What follows belongs to an exercise in optimizing a design on an open flow for small area, a short achievable clock period and few clock cycles; a production flow would make more cautious choices. Only simulation tests tie the RTL to the original design; equivalence was not proved. Power and IR drop assume default switching activity.

Setup of rev 12:
Design blcore, start of the top module:
module blcore (
    input  wire        clk,
    input  wire        rst,
    input  wire        req,
    input  wire        we,
    input  wire [10:0] addr,
    input  wire [31:0] wdata,
    output wire        ack,
    output wire        berr,
    output wire [31:0] rdata
);
==> flow/config.mk <==
export PLATFORM = sky130hd
export DESIGN_NAME = blcore
export DESIGN_NICKNAME = blcore
export VERILOG_FILES = /design/flow/design.v
export SDC_FILE = /design/flow/constraint.sdc
export NUM_CORES = 8
export LEC_CHECK = 0
export CAP_MARGIN = 20
export CORE_MARGIN = 2
export CORE_UTILIZATION = 62
export PLACE_DENSITY = 0.7
export SLEW_MARGIN = 20
export SYNTH_HIERARCHICAL = 1
==> flow/constraint.sdc <==
create_clock -name core_clock -period 17.5 [get_ports {clk}]
set_input_delay 3.5000 -clock core_clock [delete_from_list [all_inputs] [get_ports {clk}]]
set_output_delay 3.5000 -clock core_clock [all_outputs]
set_load 0.01 [all_outputs]
standard.sh (not shown) runs the stock make flow with config.mk's settings and CLKGATE_MAP_FILE= SYNTH_SCRIPT=/design/flow/synth_recipe.tcl, a recipe that flattens the netlist after the stock synthesis.
==> flow/flow/run.sh <==
#!/bin/bash
# Standard ORFS layout (the standard.sh, unchanged synthesis) with:
# - timing repair (floorplan, CTS, global route) aimed below the clock
#   period: repair_timing works towards setup slack SETUP_SLACK_MARGIN ns
#   at the design's clock, and may resize a cell to any cell of the same
#   function (MATCH_CELL_FOOTPRINT=0), not only one of the same footprint;
# - port buffers of a plain buffer cell (buffer_ports -buffer_cell) instead of
#   the default pick, a delay cell; every port is still buffered;
# - clock tree sinks clustered into larger groups and no dummy loads.
# The SDC and every other step are the standard ones. make's output goes to
# flow_make.log; each ORFS step keeps its own log under orfs/logs.
set -euo pipefail
MARGIN=$(cat flow/margin.txt)
CTS=$(cat flow/cts_args.txt)
bash standard.sh "SETUP_SLACK_MARGIN=$MARGIN" "CTS_ARGS=$CTS" MATCH_CELL_FOOTPRINT=0 \
    "BUFFER_PORTS_ARGS=-buffer_cell sky130_fd_sc_hd__buf_4" finish > flow_make.log 2>&1
==> flow/flow/cts_args.txt <==
-sink_clustering_enable -repair_clock_nets -sink_clustering_size 25 -sink_clustering_max_diameter 70 -dont_use_dummy_load
==> flow/flow/margin.txt <==
9.7
Rev 12: flow completed, timing, DRC and antenna clean
Testbench counts of rev 12, summed over its fixed seeds: cycles 56,088.
Setup changes, rev 12 to rev 13
==> flow/flow/cts_args.txt <==
-sink_clustering_enable -repair_clock_nets -sink_clustering_size 30 -sink_clustering_max_diameter 80 -dont_use_dummy_load
==> flow/flow/margin.txt <==
9.8
--- a/flow/config.mk
+++ b/flow/config.mk
@@ -8,6 +8,5 @@
 export CAP_MARGIN = 20
 export CORE_MARGIN = 2
-export CORE_UTILIZATION = 62
-export PLACE_DENSITY = 0.7
+export CORE_UTILIZATION = 58
 export SLEW_MARGIN = 20
 export SYNTH_HIERARCHICAL = 1
### Flow results
Rev 13 vs rev 12: wire length of the first global-routing pass up slightly. The run showing the smaller length of the first detailed-routing pass in iterations is rev 12. Fraction of final layout cells with drive strength greater than 1 delta (rev 12 -> rev 13): insignificant. Looking at rev 13 and rev 12, the sequential share of layout area is a wash. Static leakage: rev 12 vs rev 13, no meaningful difference. Routed length on met3, rev 13 vs rev 12: down slightly. Fmax delta (rev 13 − rev 12): favourable. Rev 13 finished every stage and its layout cleared the timing, DRC and antenna checks. | layout-stage area growth over the synthesis result | rev 13 vs rev 12 | ≈ equal |.

* * *

== run a ==
blcore, a different RTL version from the one above (not shown whole).
Size in the first run: about 11000 cells after synthesis, roughly 2300 flip-flops, about 81 I/O pins, roughly 130000 sq um of cells after synthesis.
make LEC_CHECK=0 CAP_MARGIN=20 CORE_MARGIN=2 CORE_UTILIZATION=65 SETUP_SLACK_MARGIN=5 SLEW_MARGIN=20 finish   # period 17.5 ns
run.sh (not shown) runs the stock make flow with config.mk's settings and CLKGATE_MAP_FILE= SYNTH_SCRIPT=/design/flow/synth_recipe.tcl, a recipe that flattens the netlist after the stock synthesis.
Stock flow here: none of the scripts above is used.
Run a went all the way through synthesis, placement and routing and the layout is clean on timing, DRC and antenna.
Testbench counts of run a, summed over its fixed seeds: cycles 56,088.
For run b, these inputs were changed with respect to run a:
# run a
export LEC_CHECK = 0
export CAP_MARGIN = 20
export CORE_MARGIN = 2
export CORE_UTILIZATION = 65
export SETUP_SLACK_MARGIN = 5
export SLEW_MARGIN = 20
create_clock -name core_clock -period 17.5 [get_ports {clk}]
# run b
export LEC_CHECK = 0
export CAP_MARGIN = 20
export CORE_MARGIN = 2
export CORE_UTILIZATION = 50
export SETUP_SLACK_MARGIN = 5
export SLEW_MARGIN = 20
create_clock -name core_clock -period 17.5 [get_ports {clk}]
### Flow results
Of run b and run a, run b shows the higher clock skew, with run a below it.
Max wire length of the first global-routing pass across run b and run a: run b
Re count of final hold-check violations: no difference whatsoever between run b and run a.
Number of buffers on the longest clock path, run b and run a: lower on run a
[compare] base=run a new=run b: wire length rose by 26000 um, initial cell density of the core fell by 15 points, final cycle utilization of the critical path fell by 0.32 points, maximum frequency rose by about 0.6%, final cell count rose by about 6.5%.
STATUS power: run b loses against run a
Worst hold slack across run b and run a: no real change.

==> port drivers added, routing unchanged <==
How much do the figures lean on ideal ports? The routed layouts below were timed once more, with nothing changed but the port constraints. Step 1, drivers: a clkbuf_16 drives clk and a buf_2 each remaining input, both assumed. Step 2 also shifts input and output timing later by t, the mid clock arrival at the registers, as if the neighbouring blocks saw the same clock. Slacks: ideal / step 1 / step 2; pairs: ideal / step 1.
| run | t (ns) | slack for setup (ns) | worst setup path at the end | pins driven straight from the clock port |
|---|---|---|---|---|
| rev 12 | 0.934 | 9.492 / 9.271 / 9.271 | input to output | 1 |
| rev 13 | 0.893 | 9.523 / 9.366 / 9.105 | input to register | 1 |
| run a | 0.993 | 7.528 / 7.506 / 7.506 | input to output | 1 |
| run b | 1.015 | 7.584 / 7.513 / 7.513 | input to output | 1 |
After both steps setup and hold are still met in every run listed. For rev 13, which loses most, drivers alone change the setup slack by -0.157 ns; drivers and shift together by -0.418 ns.
